What follows belongs to an exercise in optimizing a design on an open flow for small area; a production flow would make more cautious choices. Function was checked by simulation only, so behaviour that the tests miss may differ from the original. No activity file was given, so power comes from the tool's default toggle rates.

// led_phase_engine
module led_phase_engine (
    input  wire        clk,
    input  wire        rst,           
    input  wire        tick,          
    input  wire        bus_valid,     
    input  wire        bus_write,     
    input  wire [7:0]  bus_addr,      
    input  wire [1:0]  bus_size,      
    input  wire [31:0] bus_wdata,
    output reg  [31:0] bus_rdata,     
    output reg         bus_rvalid,    
    output wire [5:0]  anode,
    output wire        red_n,         
    output wire        green_n,
    output wire        blue_n,
    output wire        blue_oe,       
    output wire        pump_sink,
    output reg         hook_once,
    output reg         hook_twice
);
    localparam [3:0] OP_INIT          = 4'h1;
    localparam [3:0] OP_ENABLE        = 4'h2;
    localparam [3:0] OP_DISABLE       = 4'h3;
    localparam [3:0] OP_SET_PIXEL     = 4'h4;
    localparam [3:0] OP_SET_PIXEL_RAW = 4'h5;
  ...
Size: about 2000 cells after synthesis, ~400 flip-flops, roughly 93 I/O pins.
make LEC_CHECK=0 CAP_MARGIN=20 CORE_MARGIN=2 CORE_UTILIZATION=60 CTS_BUF_LIST=sky130_fd_sc_hd__clkbuf_8 PLACE_DENSITY=0.75 SLEW_MARGIN=20 finish   # period 8.0 ns
run.sh (not shown) runs the stock make flow with config.mk's settings and CLKGATE_MAP_FILE= SYNTH_SCRIPT=/design/flow/synth_recipe.tcl, a recipe that flattens the netlist after the stock synthesis.
Then changed:
==> flow/flow/run.sh (new file) <==
#!/bin/bash
# Own layout flow: the standard ORFS flow with three changes:
#  - synthesis maps logic with an area-oriented ABC script (flow/abc_area.script);
#    everything else in synthesis (and so every register) is the standard one;
#  - port buffers use a small buffer cell;
#  - CTS uses small clock buffers and no dummy loads.
# Each tool's output goes to a log file in this folder.
set -euo pipefail
W=$(pwd)
FLOW=${FLOW_HOME}
RES=$W/orfs/results/${FLOW_PLATFORM}/led_phase_engine/base

# Synthesis script: the reference script, sourcing a copy of ORFS's synth.tcl
# whose ABC step uses the area script.
sed "s|^source \$::env(SCRIPTS_DIR)/synth_preamble.tcl|source \$::env(SCRIPTS_DIR)/synth_preamble.tcl\nset abc_args [lreplace \$abc_args 1 1 $W/flow/abc_area.script]|" \
    "$FLOW/scripts/synth.tcl" > "$W/own_synth.tcl"
grep -q "abc_area.script" "$W/own_synth.tcl"
sed "s|source \$::env(SCRIPTS_DIR)/synth.tcl|source $W/own_synth.tcl|" \
    "$W/synth_recipe.tcl" > "$W/own_synth_recipe.tcl"
grep -q "own_synth.tcl" "$W/own_synth_recipe.tcl"

export CTS_ARGS="${OWN_CTS_ARGS:--sink_clustering_enable -repair_clock_nets -dont_use_dummy_load -buf_list sky130_fd_sc_hd__clkbuf_16 -sink_clustering_size 20 -sink_clustering_max_diameter 80}"
export BUFFER_PORTS_ARGS="${OWN_BUFFER_PORTS_ARGS:--buffer_cell sky130_fd_sc_hd__buf_1}"

make -C "$FLOW" DESIGN_CONFIG="$W/config.mk" WORK_HOME="$W/orfs" CLKGATE_MAP_FILE= \
    SYNTH_SCRIPT="$W/own_synth_recipe.tcl" \
    BUFFER_PORTS_ARGS="$BUFFER_PORTS_ARGS" \
    CTS_ARGS="$CTS_ARGS" \
    "${1:-finish}" > "$W/make_${1:-finish}.log" 2>&1

[[ "${1:-finish}" == finish ]] || exit 0
: # left out here: write the final layout as DEF
==> flow/flow/abc_area.script (new file) <==
strash
&get -n
&st
&dch
&nf -a
&put
topo
==> flow/standard.sh (new file) <==
#!/bin/bash
# synth_recipe.tcl (not shown) runs the flow's synth.tcl, then flattens the netlist and writes it again
# the make line also repeats each setting of config.mk as NAME=value (left out here)
make -C /OpenROAD-flow-scripts/flow DESIGN_CONFIG=/design/flow/config.mk WORK_HOME=/design/flow/orfs CLKGATE_MAP_FILE= SYNTH_SCRIPT=/design/flow/synth_recipe.tcl "${@:-finish}"
--- a/flow/config.mk
+++ b/flow/config.mk
@@ -9,5 +9,4 @@
 export CORE_MARGIN = 2
-export CORE_UTILIZATION = 60
-export CTS_BUF_LIST = sky130_fd_sc_hd__clkbuf_8
-export PLACE_DENSITY = 0.75
+export CORE_UTILIZATION = 40
+export PLACE_DENSITY = 0.6
 export SLEW_MARGIN = 20
removed: flow/run.sh
The new run went through all stages and came out clean.
Count of clock-buffer cells in the layout decreases by 52.
First-iteration DRC count decreases by 16%.
Clock skew increases by 24 ps.
Then changed:
==> flow/run.sh (new file) <==
#!/bin/bash
# synth_recipe.tcl (not shown) runs the flow's synth.tcl, then flattens the netlist and writes it again
# the make line also repeats each setting of config.mk as NAME=value (left out here)
make -C /OpenROAD-flow-scripts/flow DESIGN_CONFIG=/design/flow/config.mk WORK_HOME=/design/flow/orfs CLKGATE_MAP_FILE= SYNTH_SCRIPT=/design/flow/synth_recipe.tcl finish
--- a/flow/config.mk
+++ b/flow/config.mk
@@ -10,2 +10,3 @@
 export CORE_UTILIZATION = 40
+export CTS_BUF_LIST = sky130_fd_sc_hd__clkbuf_4
 export PLACE_DENSITY = 0.6
removed: flow/flow/run.sh
removed: flow/flow/abc_area.script
removed: flow/standard.sh
What happened:
- die area goes up by 7.0%
- synthesized area goes up by 7.1%
- utilization goes up by 1.3 points
Then changed:
==> flow/flow/run.sh (new file) <==
#!/bin/bash
# Own layout flow: the standard ORFS flow with three changes:
#  - synthesis maps logic with an area-oriented ABC script (flow/abc_area.script);
#    everything else in synthesis (and so every register) is the standard one;
#  - port buffers use a small buffer cell;
#  - CTS uses small clock buffers and no dummy loads.
# Each tool's output goes to a log file in this folder.
set -euo pipefail
W=$(pwd)
FLOW=${FLOW_HOME}
RES=$W/orfs/results/${FLOW_PLATFORM}/led_phase_engine/base

# Synthesis script: the reference script, sourcing a copy of ORFS's synth.tcl
# whose ABC step uses the area script.
sed "s|^source \$::env(SCRIPTS_DIR)/synth_preamble.tcl|source \$::env(SCRIPTS_DIR)/synth_preamble.tcl\nset abc_args [lreplace \$abc_args 1 1 $W/flow/abc_area.script]|" \
    "$FLOW/scripts/synth.tcl" > "$W/own_synth.tcl"
grep -q "abc_area.script" "$W/own_synth.tcl"
sed "s|source \$::env(SCRIPTS_DIR)/synth.tcl|source $W/own_synth.tcl|" \
    "$W/synth_recipe.tcl" > "$W/own_synth_recipe.tcl"
grep -q "own_synth.tcl" "$W/own_synth_recipe.tcl"

export CTS_ARGS="-sink_clustering_enable -repair_clock_nets -dont_use_dummy_load -buf_list sky130_fd_sc_hd__clkbuf_8"
export BUFFER_PORTS_ARGS="-buffer_cell sky130_fd_sc_hd__buf_2"

make -C "$FLOW" DESIGN_CONFIG="$W/config.mk" WORK_HOME="$W/orfs" CLKGATE_MAP_FILE= \
    SYNTH_SCRIPT="$W/own_synth_recipe.tcl" \
    BUFFER_PORTS_ARGS="$BUFFER_PORTS_ARGS" \
    CTS_ARGS="$CTS_ARGS" \
    finish > "$W/make_finish.log" 2>&1

: # left out here: write the final layout as DEF
==> flow/flow/abc_area.script (new file) <==
strash
&get -n
&st
&dch
&nf -a
&put
topo
==> flow/standard.sh (new file) <==
#!/bin/bash
# synth_recipe.tcl (not shown) runs the flow's synth.tcl, then flattens the netlist and writes it again
# the make line also repeats each setting of config.mk as NAME=value (left out here)
make -C /OpenROAD-flow-scripts/flow DESIGN_CONFIG=/design/flow/config.mk WORK_HOME=/design/flow/orfs CLKGATE_MAP_FILE= SYNTH_SCRIPT=/design/flow/synth_recipe.tcl "${@:-finish}"
--- a/flow/config.mk
+++ b/flow/config.mk
@@ -10,3 +10,2 @@
 export CORE_UTILIZATION = 40
-export CTS_BUF_LIST = sky130_fd_sc_hd__clkbuf_4
 export PLACE_DENSITY = 0.6
removed: flow/run.sh
What happened: Critical path depth went up by 3. Non-clock buffer count went down by 17. Total power went down by 3.9%. Via count went down by 6.7%.

what the ideal ports hide:
How much do the figures lean on ideal ports? The routed layouts below were timed once more, with nothing changed but the port constraints.
Step 1 assumes that a clkbuf_16 drives the clock port and a buf_2 every other input.
Step 2 also shifts input and output timing later by t, the mid clock arrival at the registers, as if the neighbouring blocks saw the same clock.
a / b / c = ideal / step 1 / step 2; a / b = the first two.
run | t, ns | setup WS [ns] | worst setup path after step 2 | worst slew at a driven data input, ns
the first run | 0.688 | 1.300 / 1.327 / 0.640 | input to register | 0.04
the second run | 0.611 | 1.207 / 1.244 / 0.634 | input to register | 0.04
the third run | 0.932 | 1.518 / 1.481 / 0.619 | input to register | 0.04
the fourth run | 0.673 | 1.165 / 1.194 / 0.520 | input to register | 0.03
After both steps every run listed still meets setup and hold. The setup slack of the third run, which loses most, moves by -0.037 ns with the drivers and by -0.899 ns with both steps.
